From an optimization exercise on the open Yosys and OpenROAD flow, aimed at small area, a short achievable clock period and few clock cycles; shortcuts taken in it are not production practice. The RTL was checked by simulation tests, not by an equivalence proof against the original design. Power is estimated from default activity; no workload was simulated.

==> trial 74 <==
==> flow/design.v <==
module lc3_core (
    input  wire        clk,
    input  wire        rst,
    input  wire [15:0] start_pc,
    output reg         mem_req,
    output reg         mem_we,
    output reg  [15:0] mem_addr,
    output wire [15:0] mem_wdata,
    input  wire        mem_gnt,
    input  wire [15:0] mem_rdata,
    output reg         out_vld,
    output reg  [7:0]  out_data,
    input  wire        out_rdy,
    input  wire        out_fail,
    output reg         in_rdy,
    input  wire        in_vld,
    input  wire [7:0]  in_data,
    input  wire        in_fail,
    output wire [1:0]  status,
    output wire [15:0] stop_pc,
    output wire [15:0] stop_ir,
    output wire        stop_dev
);
    localparam ST_RUN  = 2'd0;
    localparam ST_HALT = 2'd1;
    localparam ST_FLT  = 2'd2;
    localparam ST_IOF  = 2'd3;
    localparam S_FETCH = 4'd0;    
    localparam S_DEC   = 4'd1;    
    localparam S_LW    = 4'd2;    
    localparam S_PW    = 4'd3;    
    localparam S_MEM   = 4'd4;    
    localparam S_IN    = 4'd5;    
    localparam S_OUT   = 4'd6;    
    localparam S_SRD   = 4'd7;    
    localparam S_SW    = 4'd8;    
    localparam S_STOP  = 4'd9;    
    reg [3:0]  state;
    reg [1:0]  run_st;
    reg [15:0] fpc;          
    reg [15:0] ir;           
    reg [2:0]  cond;         
    reg [15:0] regs [0:7];
    reg [15:0] ea;           
    reg        indir;        
    reg [7:0]  sword;        
    reg        hi;           
    reg        iodev;        
    assign status   = run_st;
    assign stop_pc  = fpc;
    assign stop_ir  = ir;
    assign stop_dev = iodev;
    wire dec = (state == S_DEC);
    wire [15:0] inst = mem_rdata;
    wire [3:0]  iop  = inst[15:12];
    wire i_br   = (iop == 4'd0);
    wire i_add  = (iop == 4'd1);
    wire i_ld   = (iop == 4'd2);
    wire i_st   = (iop == 4'd3);
    wire i_jsr  = (iop == 4'd4);
    wire i_and  = (iop == 4'd5);
    wire i_ldr  = (iop == 4'd6);
    wire i_str  = (iop == 4'd7);
    wire i_not  = (iop == 4'd9);
    wire i_ldi  = (iop == 4'd10);
    wire i_sti  = (iop == 4'd11);
    wire i_jmp  = (iop == 4'd12);
    wire i_lea  = (iop == 4'd14);
    wire i_trap = (iop == 4'd15);
    wire i_bad  = (iop == 4'd8) || (iop == 4'd13);
    wire [7:0] ivec = inst[7:0];
    wire t_getc  = i_trap && (ivec == 8'h20);
    wire t_out   = i_trap && (ivec == 8'h21);
    wire t_in    = i_trap && (ivec == 8'h23);
    wire t_str   = i_trap && (ivec == 8'h22 || ivec == 8'h24);
    wire t_halt  = i_trap && (ivec == 8'h25);
    wire t_badv  = i_trap && !(ivec[7:3] == 5'b00100 && (ivec[2:0] <= 3'd5));
    wire [3:0] rop   = ir[15:12];
    wire r_store = (rop == 4'd3) || (rop == 4'd7) || (rop == 4'd11);
    wire r_sti   = (rop == 4'd11);
    wire [2:0]  ra  = inst[8:6];
    wire [2:0]  rb  = dec ? ((i_st || i_str) ? inst[11:9] : inst[2:0]) : ir[11:9];
    wire [15:0] rs1 = regs[ra];
    wire [15:0] rs2 = regs[rb];
    wire [15:0] r0  = regs[0];
    wire        immsel = (i_add || i_and) ? inst[5] : 1'b1;
    wire [15:0] imm    = (i_ldr || i_str) ? {{10{inst[5]}}, inst[5:0]}
                                          : {{11{inst[4]}}, inst[4:0]};
    wire [15:0] opb    = immsel ? imm : rs2;
    wire [15:0] sum    = rs1 + opb;
    wire [15:0] alu    = i_and ? (rs1 & opb) : i_not ? ~rs1 : sum;
    wire [15:0] pc1   = fpc + 16'd1;
    wire [15:0] poff  = i_jsr ? {{5{inst[10]}}, inst[10:0]} : {{7{inst[8]}}, inst[8:0]};
    wire [15:0] pcadd = pc1 + poff;
    wire        taken = |(inst[11:9] & cond);
    reg [15:0] daddr;
    always @(*) begin
        if ((i_br && taken) || (i_jsr && inst[11]) || i_ld || i_st || i_ldi || i_sti)
            daddr = pcadd;
        else if (i_ldr || i_str)
            daddr = sum;
        else if (i_jmp || (i_jsr && ra != 3'd7))
            daddr = rs1;
        else if (t_str)
            daddr = r0;
        else
            daddr = pc1;
    end
    wire        s_putsp = ir[2];
    wire [7:0]  sbyte   = hi ? mem_rdata[15:8] : mem_rdata[7:0];
    wire        s_end   = s_putsp ? (sbyte == 8'h00) : (mem_rdata == 16'h0000);
    wire [15:0] ea1     = ea + 16'd1;
    wire [15:0] s_next  = (!s_putsp || hi) ? ea1 : ea;
    function [2:0] cc_of;
        input [15:0] v;
        begin
            if (v == 16'h0000)  cc_of = 3'b010;
            else if (v[15])     cc_of = 3'b100;
            else                cc_of = 3'b001;
        end
    endfunction
    assign mem_wdata = rs2;
    always @(*) begin
        mem_req  = 1'b0;
        mem_we   = 1'b0;
        mem_addr = pc1;
        out_vld  = 1'b0;
        out_data = sword;
        in_rdy   = 1'b0;
        case (state)
            S_FETCH: begin
                mem_req  = 1'b1;
                mem_addr = fpc;
            end
            S_DEC: begin
                mem_addr = daddr;
                mem_we   = i_st || i_str;
                if (t_out) begin
                    out_vld  = 1'b1;
                    out_data = r0[7:0];
                    mem_req  = out_rdy;
                end else if (t_getc) begin
                    in_rdy   = 1'b1;
                    mem_req  = in_vld;
                end else if (t_in) begin
                    in_rdy   = 1'b1;
                end else begin
                    mem_req  = !(i_bad || t_halt || t_badv);
                end
            end
            S_LW: begin
                mem_req  = 1'b1;
                mem_addr = fpc;
            end
            S_PW: begin
                mem_req  = 1'b1;
                mem_addr = mem_rdata;
                mem_we   = r_sti;
            end
            S_MEM: begin
                mem_req  = 1'b1;
                mem_addr = ea;
                mem_we   = r_store && !indir;
            end
            S_IN: begin
                in_rdy   = 1'b1;
                mem_req  = in_vld && !ir[0];
            end
            S_OUT: begin
                out_vld  = 1'b1;
                mem_req  = out_rdy && ir[0];
            end
            S_SRD: begin
                mem_req  = 1'b1;
                mem_addr = ea;
            end
            S_SW: begin
                if (s_end) begin
                    mem_req  = 1'b1;
                end else begin
                    out_vld  = 1'b1;
                    out_data = sbyte;
                    mem_req  = out_rdy;
                    mem_addr = s_next;
                end
            end
            default: ;
        endcase
    end
    reg        rf_we;
    reg [2:0]  rf_wa;
    reg [15:0] rf_wd;
    reg        cc_we;
    reg [15:0] cc_v;
    always @(*) begin
        rf_we = 1'b0;
        rf_wa = inst[11:9];
        rf_wd = alu;
        cc_we = 1'b0;
        cc_v  = alu;
        case (state)
            S_DEC: begin
                if (i_add || i_and || i_not) begin
                    rf_we = 1'b1;
                    cc_we = 1'b1;
                end else if (i_lea) begin
                    rf_we = 1'b1;
                    rf_wd = pcadd;
                    cc_we = 1'b1;
                    cc_v  = pcadd;
                end else if (i_jsr) begin
                    rf_we = 1'b1;
                    rf_wa = 3'd7;
                    rf_wd = pc1;
                end else if (t_getc) begin
                    rf_we = in_vld && !in_fail;
                    rf_wa = 3'd0;
                    rf_wd = {8'h00, in_data};
                end
            end
            S_LW: begin
                rf_we = 1'b1;
                rf_wa = ir[11:9];
                rf_wd = mem_rdata;
                cc_we = 1'b1;
                cc_v  = mem_rdata;
            end
            S_IN: begin
                rf_we = in_vld && !in_fail && !ir[0];
                rf_wa = 3'd0;
                rf_wd = {8'h00, in_data};
            end
            S_OUT: begin
                rf_we = out_rdy && !out_fail && ir[0] && ir[1];
                rf_wa = 3'd0;
                rf_wd = {8'h00, sword};
            end
            default: ;
        endcase
    end
    wire [15:0] rf_wd_r = rst ? 16'h0000 : rf_wd;
    genvar g;
    generate
        for (g = 0; g < 8; g = g + 1) begin : rf
            always @(posedge clk)
                if (rst || (rf_we && rf_wa == g))
                    regs[g] <= rf_wd_r;
        end
    endgenerate
    always @(posedge clk) begin
        if (rst)
            cond <= 3'b010;
        else if (cc_we)
            cond <= cc_of(cc_v);
    end
    always @(posedge clk) begin
        if (rst) begin
            state  <= S_FETCH;
            run_st <= ST_RUN;
            fpc    <= start_pc;
        end else begin
            case (state)
                S_FETCH: begin
                    if (mem_gnt)
                        state <= S_DEC;
                end
                S_DEC: begin
                    ir <= inst;
                    if (i_bad || t_badv) begin
                        run_st <= ST_FLT;
                        state  <= S_STOP;
                    end else if (t_halt) begin
                        run_st <= ST_HALT;
                        state  <= S_STOP;
                    end else if (t_out) begin
                        if (out_rdy) begin
                            if (out_fail) begin
                                iodev  <= 1'b1;
                                run_st <= ST_IOF;
                                state  <= S_STOP;
                            end else begin
                                fpc   <= pc1;
                                state <= mem_gnt ? S_DEC : S_FETCH;
                            end
                        end else begin
                            sword <= r0[7:0];
                            state <= S_OUT;
                        end
                    end else if (t_getc || t_in) begin
                        if (in_vld) begin
                            if (in_fail) begin
                                iodev  <= 1'b0;
                                run_st <= ST_IOF;
                                state  <= S_STOP;
                            end else if (t_getc) begin
                                fpc   <= pc1;
                                state <= mem_gnt ? S_DEC : S_FETCH;
                            end else begin
                                sword <= in_data;
                                state <= S_OUT;
                            end
                        end else begin
                            state <= S_IN;
                        end
                    end else if (t_str) begin
                        ea    <= r0;
                        hi    <= 1'b0;
                        state <= mem_gnt ? S_SW : S_SRD;
                    end else if (i_ld || i_ldr) begin
                        fpc   <= pc1;
                        ea    <= daddr;
                        indir <= 1'b0;
                        state <= mem_gnt ? S_LW : S_MEM;
                    end else if (i_ldi || i_sti) begin
                        fpc   <= pc1;
                        ea    <= daddr;
                        indir <= 1'b1;
                        state <= mem_gnt ? S_PW : S_MEM;
                    end else if (i_st || i_str) begin
                        fpc   <= pc1;
                        ea    <= daddr;
                        indir <= 1'b0;
                        state <= mem_gnt ? S_FETCH : S_MEM;
                    end else begin
                        fpc   <= daddr;
                        state <= mem_gnt ? S_DEC : S_FETCH;
                    end
                end
                S_LW: begin
                    state <= mem_gnt ? S_DEC : S_FETCH;
                end
                S_PW: begin
                    ea    <= mem_rdata;
                    indir <= 1'b0;
                    if (mem_gnt)
                        state <= r_sti ? S_FETCH : S_LW;
                    else
                        state <= S_MEM;
                end
                S_MEM: begin
                    if (mem_gnt) begin
                        if (indir)
                            state <= S_PW;
                        else if (r_store)
                            state <= S_FETCH;
                        else
                            state <= S_LW;
                    end
                end
                S_IN: begin
                    if (in_vld) begin
                        if (in_fail) begin
                            iodev  <= 1'b0;
                            run_st <= ST_IOF;
                            state  <= S_STOP;
                        end else if (!ir[0]) begin
                            fpc   <= pc1;
                            state <= mem_gnt ? S_DEC : S_FETCH;
                        end else begin
                            sword <= in_data;
                            state <= S_OUT;
                        end
                    end
                end
                S_OUT: begin
                    if (out_rdy) begin
                        if (out_fail) begin
                            iodev  <= 1'b1;
                            run_st <= ST_IOF;
                            state  <= S_STOP;
                        end else if (ir[0]) begin
                            fpc   <= pc1;
                            state <= mem_gnt ? S_DEC : S_FETCH;
                        end else begin
                            ea    <= s_next;
                            hi    <= s_putsp && !hi;
                            state <= S_SRD;
                        end
                    end
                end
                S_SRD: begin
                    if (mem_gnt)
                        state <= S_SW;
                end
                S_SW: begin
                    if (s_end) begin
                        fpc   <= pc1;
                        state <= mem_gnt ? S_DEC : S_FETCH;
                    end else if (out_rdy) begin
                        if (out_fail) begin
                            iodev  <= 1'b1;
                            run_st <= ST_IOF;
                            state  <= S_STOP;
                        end else begin
                            ea    <= s_next;
                            hi    <= s_putsp && !hi;
                            state <= mem_gnt ? S_SW : S_SRD;
                        end
                    end else begin
                        sword <= sbyte;
                        state <= S_OUT;
                    end
                end
                S_STOP: ;
                default: state <= S_FETCH;
            endcase
        end
    end
endmodule
==> flow/run.sh <==
#!/bin/bash
# synth_recipe.tcl (not shown) runs the flow's synth.tcl, then flattens the netlist and writes it again
# the make line also repeats each setting of config.mk as NAME=value (left out here)
make -C /OpenROAD-flow-scripts/flow DESIGN_CONFIG=/design/flow/config.mk WORK_HOME=/design/flow/orfs CLKGATE_MAP_FILE= SYNTH_SCRIPT=/design/flow/synth_recipe.tcl finish
==> flow/config.mk <==
export PLATFORM = sky130hd
export DESIGN_NAME = lc3_core
export DESIGN_NICKNAME = lc3_core
export VERILOG_FILES = /design/flow/design.v
export SDC_FILE = /design/flow/constraint.sdc
export NUM_CORES = 4
export LEC_CHECK = 0
export CAP_MARGIN = 20
export CORE_MARGIN = 2
export CORE_UTILIZATION = 40
export PLACE_DENSITY = 0.6
export SLEW_MARGIN = 20
==> flow/constraint.sdc <==
create_clock -name core_clock -period 8.0 [get_ports {clk}]
set_input_delay 1.6000 -clock core_clock [delete_from_list [all_inputs] [get_ports {clk}]]
set_output_delay 1.6000 -clock core_clock [all_outputs]
set_load 0.01 [all_outputs]
==> build 43 (differences from trial 74) <==
--- a/flow/design.v
+++ b/flow/design.v
@@ -81,3 +81,3 @@
     wire [2:0]  ra  = inst[8:6];
-    wire [2:0]  rb  = dec ? ((i_st || i_str) ? inst[11:9] : inst[2:0]) : ir[11:9];
+    wire [2:0]  rb  = dec ? (inst[13] ? inst[11:9] : inst[2:0]) : ir[11:9];
     wire [15:0] rs1 = regs[ra];
@@ -85,25 +85,24 @@
     wire [15:0] r0  = regs[0];
-    wire        immsel = (i_add || i_and) ? inst[5] : 1'b1;
-    wire [15:0] imm    = (i_ldr || i_str) ? {{10{inst[5]}}, inst[5:0]}
-                                          : {{11{inst[4]}}, inst[4:0]};
+    wire        immsel = inst[5] | inst[13];
+    wire [15:0] imm    = inst[13] ? {{10{inst[5]}}, inst[5:0]}
+                                  : {{11{inst[4]}}, inst[4:0]};
     wire [15:0] opb    = immsel ? imm : rs2;
     wire [15:0] sum    = rs1 + opb;
-    wire [15:0] alu    = i_and ? (rs1 & opb) : i_not ? ~rs1 : sum;
+    wire [15:0] andv   = rs1 & opb;
+    wire [15:0] notv   = ~rs1;
+    wire        sum_z  = &(~((rs1 ^ opb) ^ {(rs1[14:0] | opb[14:0]), 1'b0}));
+    wire        and_z  = ~|andv;
+    wire        not_z  = &rs1;
+    wire [15:0] alu    = i_and ? andv : i_not ? notv : sum;
+    wire        alu_z  = i_and ? and_z : i_not ? not_z : sum_z;
     wire [15:0] pc1   = fpc + 16'd1;
-    wire [15:0] poff  = i_jsr ? {{5{inst[10]}}, inst[10:0]} : {{7{inst[8]}}, inst[8:0]};
+    wire [15:0] poff  = {{5{i_jsr ? inst[10] : inst[8]}}, i_jsr ? inst[10:9] : {2{inst[8]}}, inst[8:0]};
     wire [15:0] pcadd = pc1 + poff;
     wire        taken = |(inst[11:9] & cond);
-    reg [15:0] daddr;
-    always @(*) begin
-        if ((i_br && taken) || (i_jsr && inst[11]) || i_ld || i_st || i_ldi || i_sti)
-            daddr = pcadd;
-        else if (i_ldr || i_str)
-            daddr = sum;
-        else if (i_jmp || (i_jsr && ra != 3'd7))
-            daddr = rs1;
-        else if (t_str)
-            daddr = r0;
-        else
-            daddr = pc1;
-    end
+    wire sel_pcadd = (i_br && taken) || (i_jsr && inst[11]) || i_ld || i_st || i_ldi || i_sti;
+    wire sel_rs1   = i_jmp || (i_jsr && !inst[11] && ra != 3'd7);
+    wire sel_r0    = t_str;
+    wire sel_pc1   = !(sel_pcadd || sel_rs1 || sel_r0);
+    wire [15:0] daddr = ({16{sel_pcadd}} & pcadd) | ({16{sel_rs1}} & rs1) |
+                        ({16{sel_r0}} & r0) | ({16{sel_pc1}} & pc1);
     wire        s_putsp = ir[2];
@@ -136,3 +135,3 @@
                 mem_addr = daddr;
-                mem_we   = i_st || i_str;
+                mem_we   = i_st;
                 if (t_out) begin
@@ -147,3 +146,3 @@
                 end else begin
-                    mem_req  = !(i_bad || t_halt || t_badv);
+                    mem_req  = !(i_bad || t_halt || t_badv || i_ldr || i_str);
                 end
@@ -193,3 +192,3 @@
     reg        cc_we;
-    reg [15:0] cc_v;
+    reg [2:0]  cc_n;
     always @(*) begin
@@ -199,3 +198,3 @@
         cc_we = 1'b0;
-        cc_v  = alu;
+        cc_n  = {alu[15], alu_z, !alu[15] && !alu_z};
         case (state)
@@ -209,3 +208,3 @@
                     cc_we = 1'b1;
-                    cc_v  = pcadd;
+                    cc_n  = cc_of(pcadd);
                 end else if (i_jsr) begin
@@ -225,3 +224,3 @@
                 cc_we = 1'b1;
-                cc_v  = mem_rdata;
+                cc_n  = cc_of(mem_rdata);
             end
@@ -253,3 +252,3 @@
         else if (cc_we)
-            cond <= cc_of(cc_v);
+            cond <= cc_n;
     end
@@ -308,3 +307,8 @@
                         state <= mem_gnt ? S_SW : S_SRD;
-                    end else if (i_ld || i_ldr) begin
+                    end else if (i_ldr || i_str) begin
+                        fpc   <= pc1;
+                        ea    <= sum;
+                        indir <= 1'b0;
+                        state <= S_MEM;
+                    end else if (i_ld) begin
                         fpc   <= pc1;
@@ -318,3 +322,3 @@
                         state <= mem_gnt ? S_PW : S_MEM;
-                    end else if (i_st || i_str) begin
+                    end else if (i_st) begin
                         fpc   <= pc1;
==> build 39 (differences from trial 74) <==
--- a/flow/design.v
+++ b/flow/design.v
@@ -81,3 +81,3 @@
     wire [2:0]  ra  = inst[8:6];
-    wire [2:0]  rb  = dec ? ((i_st || i_str) ? inst[11:9] : inst[2:0]) : ir[11:9];
+    wire [2:0]  rb  = dec ? (inst[13] ? inst[11:9] : inst[2:0]) : ir[11:9];
     wire [15:0] rs1 = regs[ra];
@@ -85,25 +85,28 @@
     wire [15:0] r0  = regs[0];
-    wire        immsel = (i_add || i_and) ? inst[5] : 1'b1;
-    wire [15:0] imm    = (i_ldr || i_str) ? {{10{inst[5]}}, inst[5:0]}
-                                          : {{11{inst[4]}}, inst[4:0]};
+    wire        immsel = inst[5] | inst[13];
+    wire [15:0] imm    = inst[13] ? {{10{inst[5]}}, inst[5:0]}
+                                  : {{11{inst[4]}}, inst[4:0]};
     wire [15:0] opb    = immsel ? imm : rs2;
     wire [15:0] sum    = rs1 + opb;
-    wire [15:0] alu    = i_and ? (rs1 & opb) : i_not ? ~rs1 : sum;
+    wire [15:0] andv   = rs1 & opb;
+    wire [15:0] notv   = ~rs1;
+    wire        sum_z  = &(~((rs1 ^ opb) ^ {(rs1[14:0] | opb[14:0]), 1'b0}));
+    wire        and_z  = ~|andv;
+    wire        not_z  = &rs1;
+    wire [15:0] alu    = i_and ? andv : i_not ? notv : sum;
+    wire        alu_z  = i_and ? and_z : i_not ? not_z : sum_z;
     wire [15:0] pc1   = fpc + 16'd1;
-    wire [15:0] poff  = i_jsr ? {{5{inst[10]}}, inst[10:0]} : {{7{inst[8]}}, inst[8:0]};
-    wire [15:0] pcadd = pc1 + poff;
+    wire [15:0] off9  = {{7{inst[8]}}, inst[8:0]};
+    wire [15:0] off11 = {{5{inst[10]}}, inst[10:0]};
+    wire [15:0] pcadd = pc1 + off9;      
+    wire [15:0] pcjsr = pc1 + off11;     
     wire        taken = |(inst[11:9] & cond);
-    reg [15:0] daddr;
-    always @(*) begin
-        if ((i_br && taken) || (i_jsr && inst[11]) || i_ld || i_st || i_ldi || i_sti)
-            daddr = pcadd;
-        else if (i_ldr || i_str)
-            daddr = sum;
-        else if (i_jmp || (i_jsr && ra != 3'd7))
-            daddr = rs1;
-        else if (t_str)
-            daddr = r0;
-        else
-            daddr = pc1;
-    end
+    wire sel_pcadd = (i_br && taken) || i_ld || i_st || i_ldi || i_sti;
+    wire sel_pcjsr = i_jsr && inst[11];
+    wire sel_rs1   = i_jmp || (i_jsr && !inst[11] && ra != 3'd7);
+    wire sel_r0    = t_str;
+    wire sel_pc1   = !(sel_pcadd || sel_pcjsr || sel_rs1 || sel_r0);
+    wire [15:0] daddr = ({16{sel_pcadd}} & pcadd) | ({16{sel_pcjsr}} & pcjsr) |
+                        ({16{sel_rs1}} & rs1) | ({16{sel_r0}} & r0) |
+                        ({16{sel_pc1}} & pc1);
     wire        s_putsp = ir[2];
@@ -136,3 +139,3 @@
                 mem_addr = daddr;
-                mem_we   = i_st || i_str;
+                mem_we   = i_st;
                 if (t_out) begin
@@ -147,3 +150,3 @@
                 end else begin
-                    mem_req  = !(i_bad || t_halt || t_badv);
+                    mem_req  = !(i_bad || t_halt || t_badv || i_ldr || i_str);
                 end
@@ -193,3 +196,3 @@
     reg        cc_we;
-    reg [15:0] cc_v;
+    reg [2:0]  cc_n;
     always @(*) begin
@@ -199,3 +202,3 @@
         cc_we = 1'b0;
-        cc_v  = alu;
+        cc_n  = {alu[15], alu_z, !alu[15] && !alu_z};
         case (state)
@@ -209,3 +212,3 @@
                     cc_we = 1'b1;
-                    cc_v  = pcadd;
+                    cc_n  = cc_of(pcadd);
                 end else if (i_jsr) begin
@@ -225,3 +228,3 @@
                 cc_we = 1'b1;
-                cc_v  = mem_rdata;
+                cc_n  = cc_of(mem_rdata);
             end
@@ -253,3 +256,3 @@
         else if (cc_we)
-            cond <= cc_of(cc_v);
+            cond <= cc_n;
     end
@@ -308,3 +311,8 @@
                         state <= mem_gnt ? S_SW : S_SRD;
-                    end else if (i_ld || i_ldr) begin
+                    end else if (i_ldr || i_str) begin
+                        fpc   <= pc1;
+                        ea    <= sum;
+                        indir <= 1'b0;
+                        state <= S_MEM;
+                    end else if (i_ld) begin
                         fpc   <= pc1;
@@ -318,3 +326,3 @@
                         state <= mem_gnt ? S_PW : S_MEM;
-                    end else if (i_st || i_str) begin
+                    end else if (i_st) begin
                         fpc   <= pc1;
==> trial 28 (differences from trial 74) <==
--- a/flow/design.v
+++ b/flow/design.v
@@ -81,3 +81,3 @@
     wire [2:0]  ra  = inst[8:6];
-    wire [2:0]  rb  = dec ? ((i_st || i_str) ? inst[11:9] : inst[2:0]) : ir[11:9];
+    wire [2:0]  rb  = dec ? (inst[13] ? inst[11:9] : inst[2:0]) : ir[11:9];
     wire [15:0] rs1 = regs[ra];
@@ -85,25 +85,28 @@
     wire [15:0] r0  = regs[0];
-    wire        immsel = (i_add || i_and) ? inst[5] : 1'b1;
-    wire [15:0] imm    = (i_ldr || i_str) ? {{10{inst[5]}}, inst[5:0]}
-                                          : {{11{inst[4]}}, inst[4:0]};
+    wire        immsel = inst[5] | inst[13];
+    wire [15:0] imm    = inst[13] ? {{10{inst[5]}}, inst[5:0]}
+                                  : {{11{inst[4]}}, inst[4:0]};
     wire [15:0] opb    = immsel ? imm : rs2;
     wire [15:0] sum    = rs1 + opb;
-    wire [15:0] alu    = i_and ? (rs1 & opb) : i_not ? ~rs1 : sum;
+    wire [15:0] andv   = rs1 & opb;
+    wire [15:0] notv   = ~rs1;
+    wire        sum_z  = &(~((rs1 ^ opb) ^ {(rs1[14:0] | opb[14:0]), 1'b0}));
+    wire        and_z  = ~|andv;
+    wire        not_z  = &rs1;
+    wire [15:0] alu    = i_and ? andv : i_not ? notv : sum;
+    wire        alu_z  = i_and ? and_z : i_not ? not_z : sum_z;
     wire [15:0] pc1   = fpc + 16'd1;
-    wire [15:0] poff  = i_jsr ? {{5{inst[10]}}, inst[10:0]} : {{7{inst[8]}}, inst[8:0]};
-    wire [15:0] pcadd = pc1 + poff;
+    wire [15:0] off9  = {{7{inst[8]}}, inst[8:0]};
+    wire [15:0] off11 = {{5{inst[10]}}, inst[10:0]};
+    wire [15:0] pcadd = pc1 + off9;      
+    wire [15:0] pcjsr = pc1 + off11;     
     wire        taken = |(inst[11:9] & cond);
-    reg [15:0] daddr;
-    always @(*) begin
-        if ((i_br && taken) || (i_jsr && inst[11]) || i_ld || i_st || i_ldi || i_sti)
-            daddr = pcadd;
-        else if (i_ldr || i_str)
-            daddr = sum;
-        else if (i_jmp || (i_jsr && ra != 3'd7))
-            daddr = rs1;
-        else if (t_str)
-            daddr = r0;
-        else
-            daddr = pc1;
-    end
+    wire sel_pcadd = (i_br && taken) || i_ld || i_st || i_ldi || i_sti;
+    wire sel_pcjsr = i_jsr && inst[11];
+    wire sel_rs1   = i_jmp || (i_jsr && !inst[11] && ra != 3'd7);
+    wire sel_r0    = t_str;
+    wire sel_pc1   = !(sel_pcadd || sel_pcjsr || sel_rs1 || sel_r0);
+    wire [15:0] daddr = ({16{sel_pcadd}} & pcadd) | ({16{sel_pcjsr}} & pcjsr) |
+                        ({16{sel_rs1}} & rs1) | ({16{sel_r0}} & r0) |
+                        ({16{sel_pc1}} & pc1);
     wire        s_putsp = ir[2];
@@ -136,3 +139,3 @@
                 mem_addr = daddr;
-                mem_we   = i_st || i_str;
+                mem_we   = i_st;
                 if (t_out) begin
@@ -147,3 +150,3 @@
                 end else begin
-                    mem_req  = !(i_bad || t_halt || t_badv);
+                    mem_req  = !(i_bad || t_halt || t_badv || i_ldr || i_str);
                 end
@@ -193,3 +196,3 @@
     reg        cc_we;
-    reg [15:0] cc_v;
+    reg [2:0]  cc_n;
     always @(*) begin
@@ -199,3 +202,3 @@
         cc_we = 1'b0;
-        cc_v  = alu;
+        cc_n  = {alu[15], alu_z, !alu[15] && !alu_z};
         case (state)
@@ -209,3 +212,3 @@
                     cc_we = 1'b1;
-                    cc_v  = pcadd;
+                    cc_n  = cc_of(pcadd);
                 end else if (i_jsr) begin
@@ -225,3 +228,3 @@
                 cc_we = 1'b1;
-                cc_v  = mem_rdata;
+                cc_n  = cc_of(mem_rdata);
             end
@@ -253,3 +256,3 @@
         else if (cc_we)
-            cond <= cc_of(cc_v);
+            cond <= cc_n;
     end
@@ -308,3 +311,8 @@
                         state <= mem_gnt ? S_SW : S_SRD;
-                    end else if (i_ld || i_ldr) begin
+                    end else if (i_ldr || i_str) begin
+                        fpc   <= pc1;
+                        ea    <= sum;
+                        indir <= 1'b0;
+                        state <= S_MEM;
+                    end else if (i_ld) begin
                         fpc   <= pc1;
@@ -318,3 +326,3 @@
                         state <= mem_gnt ? S_PW : S_MEM;
-                    end else if (i_st || i_str) begin
+                    end else if (i_st) begin
                         fpc   <= pc1;
SETUP_SLACK_MARGIN = 2.7   (was not set)
==> qor summary <==
Result of the run: build 39 no timing/DRC/antenna violations; trial 74 no timing/DRC/antenna violations; build 43 no timing/DRC/antenna violations; trial 28 no timing/DRC/antenna violations
Fraction of cell area in non-clock buffers: build 39 0.1094; trial 74 0.1447; build 43 0.1134; trial 28 0.1866
Setup repair after global routing missed its margin: build 39 no; trial 74 no; build 43 no; trial 28 yes
Die area: build 39 41970 µm²; trial 74 40700 µm²; build 43 41130 µm²; trial 28 41970 µm²
Fraction of layout instances using a drive strength above 1: build 39 0.1063; trial 74 0.1663; build 43 0.1042; trial 28 0.3087
Total power: build 39 0.005617 W; trial 74 0.004799 W; build 43 0.007683 W; trial 28 0.006387 W
Wire length after detailed routing: build 39 78410 µm; trial 74 69060 µm; build 43 72830 µm; trial 28 82710 µm
Synth Area in XOR/XNOR: build 39 0.04179; trial 74 0.03304; build 43 0.03933; trial 28 0.04179
Reported sequential group power: build 39 0.00170 W; trial 74 0.00153 W; build 43 0.00205 W; trial 28 0.00167 W
Initial standard-cell utilization of the core: build 39 0.4053; trial 74 0.4047; build 43 0.4072; trial 28 0.4053
Met3 Resource Use GR: build 39 0.07525; trial 74 0.05556; build 43 0.06421; trial 28 0.07731
FF-to-FF setup slack: build 39 1.32 ns; trial 74 2.27 ns; build 43 1.51 ns; trial 28 2.46 ns
Cells on worst reg2reg path: build 39 22; trial 74 24; build 43 20; trial 28 25
Data arrival time at the worst-slack endpoint: build 39 5.81 ns; trial 74 6.13 ns; build 43 6.04 ns; trial 28 4.55 ns
Testbench counts of trial 74, summed over its fixed seeds: cycles 32,956.
Testbench counts of build 43, summed over its fixed seeds: cycles 38,067.
Testbench counts of build 39, summed over its fixed seeds: cycles 38,067.
Testbench counts of trial 28, summed over its fixed seeds: cycles 38,067.

[what the ideal ports hide]
How much do the figures lean on ideal ports? The routed layouts below were timed once more, with nothing changed but the port constraints.
Step 1 sets driving cells, clkbuf_16 on the clock port and buf_2 on the other inputs (assumed; they add their load-dependent delay and slew).
Step 2 also shifts input and output timing later by t, the mid clock arrival at the registers, as if the neighbouring blocks saw the same clock.
a / b / c = ideal / step 1 / step 2; a / b = the first two.
run | t (ns) | setup slack, ns | latest minus earliest clock arrival (ns) | worst slew at a driven data input, ns
trial 74 | 0.576 | 0.266 / 0.211 / 0.211 | 0.018 / 0.018 | 0.07
build 43 | 0.523 | 0.362 / 0.331 / 0.331 | 0.026 / 0.026 | 0.08
build 39 | 0.542 | 0.592 / 0.535 / 0.187 | 0.037 / 0.037 | 0.06
trial 28 | 0.538 | 1.855 / 1.799 / 1.913 | 0.025 / 0.025 | 0.09
After both steps setup and hold are still met in every run listed. The setup slack of build 39, which loses most, moves by -0.057 ns with the drivers and by -0.405 ns with both steps.
